Background: an optimization exercise with open tools, aiming at small area, a short achievable clock period and few clock cycles. Do not read the settings as production practice.
The RTL was checked by simulation tests, not by an equivalence proof against the original design.

the previous run:
// drumseq_engine
module drumseq_engine (
    input  wire        clk,
    input  wire        rst,           
    input  wire        cmd_valid,
    output wire        cmd_ready,
    input  wire [31:0] cmd,
    output reg         rsp_valid,
    output reg         rsp_fault,
    output reg  [31:0] rsp_data,    
    input  wire [15:0] now,
    input  wire        pbuf_we,
    input  wire [5:0]  pbuf_addr,
    input  wire [7:0]  pbuf_wdata,
    output wire [7:0]  pbuf_rdata,
    output reg         sdata,
    output reg         sclk,
    output reg         latch,
    output reg         oe
);
    function slot_ok(input [5:0] s);
        case (s[5:3])
            3'd4:    slot_ok = (s[2:0] < 3'd6);
            3'd5:    slot_ok = (s[2:0] < 3'd4);
            3'd6:    slot_ok = (s[2:0] < 3'd3);
            3'd7:    slot_ok = (s[2:0] < 3'd2);
            default: slot_ok = 1'b1;
        endcase
    endfunction
    function [2:0] voice_lm1(input [2:0] v);
        case (v)
            3'd4:    voice_lm1 = 3'd5;
            3'd5:    voice_lm1 = 3'd3;
            3'd6:    voice_lm1 = 3'd2;
            3'd7:    voice_lm1 = 3'd1;
            default: voice_lm1 = 3'd7;
        endcase
    endfunction
    reg  [511:0] pbuf;                  
    wire [511:0] bs;                    
    reg  [31:0]  ob;                    
    reg  [6:0]  current;                
    reg  [5:0]  range_start;
    reg  [5:0]  range_end;
  ...
Size in the first run: ~3700 cells after synthesis, roughly 110 I/O pins.
clock: 24.0 ns
lec_check: 0
cap_margin: 20
core_margin: 2
core_utilization: 50
slew_margin: 20
synth_hierarchical: 1
standard.sh (not shown) runs the stock make flow with config.mk's settings and CLKGATE_MAP_FILE= SYNTH_SCRIPT=/design/flow/synth_recipe.tcl, a recipe that flattens the netlist after the stock synthesis.
==> flow/flow/run.sh <==
#!/bin/bash
# Own layout flow: the standard ORFS flow (standard.sh: the standard
# synthesis, floorplan, placement, CTS, routing, finish) with these changes
# to how the layout is made. The SDC (clock period, I/O delays and loads) is
# the standard flow's, unchanged.
#  - SETUP_SLACK_MARGIN: the timing repairs after CTS and after global
#    routing aim for this much setup slack instead of 0, so that the
#    achieved period (clock period less setup slack) shrinks.
#  - MATCH_CELL_FOOTPRINT=0: those repairs may resize a cell to any cell of
#    the same function, not only one of the same footprint.
#  - BUFFER_PORTS_ARGS: every input and output port still gets a buffer, a
#    plain buf_2 rather than the default delay-cell buffer.
set -euo pipefail
bash standard.sh \
    SETUP_SLACK_MARGIN=12.8 \
    MATCH_CELL_FOOTPRINT=0 \
    'BUFFER_PORTS_ARGS=-buffer_cell sky130_fd_sc_hd__buf_2' \
    'CTS_ARGS=-sink_clustering_enable -repair_clock_nets -dont_use_dummy_load -sink_clustering_size 24 -sink_clustering_max_diameter 80' \
    finish > flow_make.log 2>&1
Testbench counts of the previous run, summed over its fixed seeds: cycles 40,792.
For the current run, these inputs were changed with respect to the previous run:
--- a/flow/design.v
+++ b/flow/design.v
@@ -205,20 +205,28 @@
     assign     pbuf_rdata = pb_rd;
     wire       pb_we    = busy ? (m_cp & ~ph[0]) : pbuf_we;
     wire [7:0] pb_wdata = rst ? 8'd0 : (busy ? bs_rd : pbuf_wdata);
     wire [7:0] pb_we_hi_n = ~({8{rst}} | ({8{pb_we}} & pb_hi));
     wire [7:0] pb_we_lo_n = ~({8{rst}} | pb_lo);
     integer a;
     always @(posedge clk)
         for (a = 0; a < 64; a = a + 1)
             if (~(pb_we_hi_n[a / 8] | pb_we_lo_n[a % 8]))
                 pbuf[8*a +: 8] <= pb_wdata;
+    wire [31:0] ob_we  = {32{acc_ok & d_oset & (imm[15:5] == 11'd0)}} &
+                         (32'd1 << imm[4:0]);
+    wire        ob_d   = ~rst & cmd[24];
+    integer o;
+    always @(posedge clk)
+        for (o = 0; o < 32; o = o + 1)
+            if (rst | ob_we[o])
+                ob[o] <= ob_d;
     wire [4:0] ob_sel = busy ? cnt : imm[4:0];
     wire       ob_bit = ob[ob_sel];
     wire       sh_bit = scr[8] ? scr[cnt[2:0]] : ob_bit;
     function [16:0] radd(input [15:0] a, input [15:0] b, input ci);
         integer i;
         reg c;
         begin
             c = ci;
             for (i = 0; i < 16; i = i + 1) begin
                 radd[i] = a[i] ^ b[i] ^ c;
@@ -272,24 +280,51 @@
     wire        bpm_hi = ~bpm_x[10] & ~hi_r2[10];  
     wire [8:0]  bpm_new = bpm_lo ? 9'd10 : bpm_hi ? 9'd400 : bpm_x[8:0];
     wire [10:0] K       = 11'b010_1001_1000;    
     wire [9:0]  dv_t    = {scr, K[cnt[3:0]]};
     wire [16:0] dv_r    = radd({6'd0, dv_t}, {6'd0, ~{1'b0, bpm}}, 1'b1);
     wire [9:0]  dv_s    = dv_r[9:0];
     wire        dv_q    = dv_r[10];               
     wire [16:0] cnt_inc = radd({11'd0, cnt}, 16'd0, 1'b1);
     wire [16:0] cnt_dec = radd({11'd0, cnt}, 16'h001F, 1'b0);
     wire [16:0] ptr_inc = radd({10'd0, scr[5:0]}, 16'd0, 1'b1);
-    wire [15:0] elapsed  = now - last;
-    wire [16:0] over     = {1'b0, elapsed} - {6'd0, step_dur};
-    wire        step_el  = ~over[16];
-    wire [15:0] last_new = now - {1'b0, over[15:1]};
+    function [16:0] bkadd(input [15:0] a, input [15:0] b, input ci);
+        integer i, d;
+        reg [15:0] p, g, gg, pp;
+        begin
+            p  = a ^ b;
+            g  = a & b;
+            gg = g;
+            pp = p;
+            gg[0] = g[0] | (p[0] & ci);
+            for (d = 1; d < 16; d = d * 2)
+                for (i = 2 * d - 1; i < 16; i = i + 2 * d) begin
+                    gg[i] = gg[i] | (pp[i] & gg[i - d]);
+                    pp[i] = pp[i] & pp[i - d];
+                end
+            for (d = 4; d >= 1; d = d / 2)
+                for (i = 3 * d - 1; i < 16; i = i + 2 * d) begin
+                    gg[i] = gg[i] | (pp[i] & gg[i - d]);
+                    pp[i] = pp[i] & pp[i - d];
+                end
+            bkadd[0] = p[0] ^ ci;
+            for (i = 1; i < 16; i = i + 1)
+                bkadd[i] = p[i] ^ gg[i - 1];
+            bkadd[16] = gg[15];
+        end
+    endfunction
+    wire [16:0] el_r     = bkadd(now, ~last, 1'b1);
+    wire [15:0] elapsed  = el_r[15:0];
+    wire [16:0] over     = bkadd(elapsed, ~{5'd0, step_dur}, 1'b1);
+    wire        step_el  = over[16];                  
+    wire [16:0] ln_r     = bkadd(now, ~{1'b0, over[15:1]}, 1'b1);
+    wire [15:0] last_new = ln_r[15:0];
     reg  [3:0] rsp_sel;
     reg  [6:0] rsp_v;
     reg  [3:0] sel_new;
     reg  [6:0] v_new;
     always @(*) begin
         sel_new = R_ZERO;
         v_new   = 7'd0;
         if (!ok)
             sel_new = R_ECAU;
         else if (d_rdsr) begin
@@ -320,21 +355,20 @@
             R_ECAU:  rsp_data = {29'd0, err_cause};
             R_ECMD:  rsp_data = err_cmd;
             R_PINS:  rsp_data = {27'd0, cfg_mode, oe, latch, sclk, sdata};
             R_VAL:   rsp_data = {25'd0, rsp_v};
             default: rsp_data = 32'd0;
         endcase
     end
     wire first_bit = d_wrcfg ? cmd[0] : ob[0];
     always @(posedge clk) begin
         if (rst) begin
-            ob          <= 32'd0;
             current     <= 7'd0;
             range_start <= 6'd0;
             range_end   <= 6'd16;
             direction   <= 1'b0;
             bpm         <= 9'd120;
             step_dur    <= 11'd125;
             last        <= 16'd0;
             cfg_mode    <= 1'b0;
             err_cause   <= 3'd0;
             err_cmd     <= 32'd0;
@@ -370,22 +404,20 @@
                     if (d_rev)
                         direction <= ~direction;
                     if (d_prst)
                         current <= {1'b0, range_start};
                     if (d_rsadj) begin
                         range_start <= rs_adj;
                         range_end   <= re_adj;
                     end
                     if (d_rladj)
                         range_end <= re_len;
-                    if (d_oset && imm[15:5] == 11'd0)
-                        ob[imm[4:0]] <= cmd[24];
                     if (d_tick && step_el)
                         last <= last_new;
                     if (d_tsync)
                         last <= now;
                     if (d_tset || d_tadj) begin
                         bpm  <= bpm_new;
                         scr  <= 9'd7;
                         cnt  <= 5'd10;
                         m_dv <= 1'b1;
                     end
[summary]
- The current run improves on the previous run in total power.
- The current run completed end to end with timing, DRC and antenna clean.
- The timing startpoint of the critical path comes out pbuf_addr[2] in one run and pbuf_addr[3] in the other, namely in the current run and the previous run respectively.
- The current run vs. the previous run: die span in y decreased by about 0.7% relative to the old numbers; biggest cell delay along the critical path decreased by 500 ps relative to the old numbers; area fraction of clock buffers and clock inverters increased by 0.15 points relative to the old numbers; number of fill cells in the layout decreased by 94 relative to the old numbers; post-synthesis cell count decreased by 161 relative to the old numbers.
Testbench counts of the current run, summed over its fixed seeds: cycles 40,792.

* * *

Another version of the RTL of drumseq_engine (not shown whole).
Size: roughly 3500 cells after synthesis, ~0.047 mm² of cells after synthesis.
==> flow/config.mk <==
export PLATFORM = sky130hd
export DESIGN_NAME = drumseq_engine
export DESIGN_NICKNAME = drumseq_engine
export VERILOG_FILES = /design/flow/design.v
export SDC_FILE = /design/flow/constraint.sdc
export NUM_CORES = 4
export LEC_CHECK = 0
export CAP_MARGIN = 20
export CORE_MARGIN = 2
export CORE_UTILIZATION = 50
export SLEW_MARGIN = 20
export SYNTH_HIERARCHICAL = 1
==> flow/constraint.sdc <==
create_clock -name core_clock -period 24.0 [get_ports {clk}]
set_input_delay 4.8000 -clock core_clock [delete_from_list [all_inputs] [get_ports {clk}]]
set_output_delay 4.8000 -clock core_clock [all_outputs]
set_load 0.01 [all_outputs]
Scripts as last shown in full above: flow/flow/run.sh
Testbench counts at the start, summed over its fixed seeds: cycles 40,792.
Edit:
--- a/flow/design.v
+++ b/flow/design.v
@@ -275,19 +275,23 @@
     wire [16:0] tadj_r = radd({7'd0, bpm}, {5'd0, tadj_d}, 1'b0);
     wire [10:0] bpm_x  = d_tset ? tset_x : tadj_r[10:0];
     wire [16:0] lo_r   = radd({6'd0, bpm_x[9:0]}, {6'd0, ~10'd10}, 1'b1);
     wire [16:0] hi_r2  = radd({6'd0, 10'd400}, {6'd0, ~bpm_x[9:0]}, 1'b1);
     wire        bpm_lo = bpm_x[10] | ~lo_r[10];   
     wire        bpm_hi = ~bpm_x[10] & ~hi_r2[10];  
     wire [8:0]  bpm_new = bpm_lo ? 9'd10 : bpm_hi ? 9'd400 : bpm_x[8:0];
-    wire [10:0] K       = 11'b010_1001_1000;    
-    wire [9:0]  dv_t    = {scr, K[cnt[3:0]]};
-    wire [16:0] dv_r    = radd({6'd0, dv_t}, {6'd0, ~{1'b0, bpm}}, 1'b1);
-    wire [9:0]  dv_s    = dv_r[9:0];
-    wire        dv_q    = dv_r[10];               
+    wire [11:0] K       = 12'b1010_1001_1000;   
+    wire [9:0]  dv_t1   = {scr, K[{cnt[2:0], 1'b1}]};
+    wire [16:0] dv_r1   = radd({6'd0, dv_t1}, {6'd0, ~{1'b0, bpm}}, 1'b1);
+    wire        dv_q1   = dv_r1[10];              
+    wire [8:0]  dv_m1   = dv_q1 ? dv_r1[8:0] : dv_t1[8:0];
+    wire [9:0]  dv_t2   = {dv_m1, K[{cnt[2:0], 1'b0}]};
+    wire [16:0] dv_r2   = radd({6'd0, dv_t2}, {6'd0, ~{1'b0, bpm}}, 1'b1);
+    wire        dv_q2   = dv_r2[10];              
+    wire [8:0]  dv_m2   = dv_q2 ? dv_r2[8:0] : dv_t2[8:0];
     wire [16:0] cnt_inc = radd({11'd0, cnt}, 16'd0, 1'b1);
     wire [16:0] cnt_dec = radd({11'd0, cnt}, 16'h001F, 1'b0);
     wire [16:0] ptr_inc = radd({10'd0, scr[5:0]}, 16'd0, 1'b1);
     function [16:0] bkadd(input [15:0] a, input [15:0] b, input ci);
         integer i, d;
         reg [15:0] p, g, gg, pp;
         begin
@@ -413,16 +417,16 @@
                         range_end <= re_len;
                     if (d_tick && step_el)
                         last <= last_new;
                     if (d_tsync)
                         last <= now;
                     if (d_tset || d_tadj) begin
                         bpm  <= bpm_new;
-                        scr  <= 9'd7;
-                        cnt  <= 5'd10;
+                        scr  <= 9'd3;
+                        cnt  <= 5'd5;
                         m_dv <= 1'b1;
                     end
                     if (d_copy) begin
                         scr  <= {v, imm[5:0]};
                         cnt  <= 5'd0;
                         ph   <= {1'b0, d_bload};
                         m_cp <= 1'b1;
@@ -503,46 +507,29 @@
                         rsp_valid <= 1'b1;
                         m_cp      <= 1'b0;
                         ph        <= 2'd0;
                     end
                 end
             end
             if (m_dv) begin
-                scr      <= dv_q ? dv_s[8:0] : dv_t[8:0];
-                step_dur <= {step_dur[9:0], dv_q};
+                scr      <= dv_m2;
+                step_dur <= {step_dur[8:0], dv_q1, dv_q2};
                 cnt      <= cnt_dec[4:0];
                 if (cnt == 5'd0) begin
                     rsp_valid <= 1'b1;
                     m_dv      <= 1'b0;
                 end
             end
         end
     end
 endmodule
 module pbuf_pre3 (input [2:0] a, input [2:0] alt, input use_alt,
                   output [7:0] y);
-    wire [2:0] a_n = ~a;
-    wire       nu  = ~use_alt;
-    wire [7:0] s_n = ~({8{use_alt}} & (8'd1 << alt));
-    genvar i;
-    generate
-        for (i = 0; i < 8; i = i + 1) begin : g_i
-            wire t_n;
-            cell_nand4 u_t (.a(nu), .b(i[0] ? a[0] : a_n[0]),
-                            .c(i[1] ? a[1] : a_n[1]), .d(i[2] ? a[2] : a_n[2]),
-                            .y(t_n));
-            cell_nand2 u_y (.a(t_n), .b(s_n[i]), .y(y[i]));
-        end
-    endgenerate
-endmodule
-module cell_nand4 (input a, input b, input c, input d, output y);
-    assign y = ~(a & b & c & d);
-endmodule
-module cell_nand2 (input a, input b, output y);
-    assign y = ~(a & b);
+    wire [2:0] f = use_alt ? alt : a;
+    assign y = 8'd1 << f;
 endmodule
 module sel_or #(parameter N = 8) (input [N-1:0] sel, input [N-1:0] d,
                                    output y);
     assign y = |(sel & d);
 endmodule
 module pbuf_rd_mux (input [5:0] addr, input [5:0] alt, input use_alt,
                     input [511:0] data, output [7:0] lo, output [7:0] hi,
Effect: The new run passed the timing, design-rule and antenna checks; cell area is higher slightly; routed wire length is lower by a few percent; synthesized area is higher slightly; clock-buffer cell count is higher by 1; maximum frequency is lower slightly; worst setup slack loses 52 ps; hold slack barely changes; utilization is higher by 0.23 points.
Testbench counts after the change, summed over its fixed seeds: cycles 40,402.

separate check: timing with driven ports:
The results above use ideal ports. As a check the final layouts listed here were re-extracted and re-timed, cells and wires unchanged. Step 1: set_driving_cell puts a clkbuf_16 on clk and a buf_2 on each other input, an assumption about the parent block. Step 2 also shifts input and output timing later by t, the mid clock arrival at the registers, as if the neighbouring blocks saw the same clock. Slacks: no drivers / after step 1 / after step 2; pairs: no drivers / after step 1.
| run | t (ns) | slack for setup (ns) | worst setup path at the end | cell pins on the clock port's net |
|---|---|---|---|---|
| the previous run | 0.719 | 12.364 / 12.342 / 12.342 | input to output | 1 |
| the current run | 0.742 | 12.410 / 12.369 / 12.369 | input to output | 1 |
| the first run of note 2 | 0.693 | 12.445 / 12.390 / 12.390 | input to output | 1 |
| the second run of note 2 | 0.717 | 12.393 / 12.353 / 12.353 | input to output | 1 |
After both steps setup and hold are still met in every run listed. The setup slack of the first run of note 2, which loses most, moves by -0.055 ns with the drivers and by -0.055 ns with both steps.
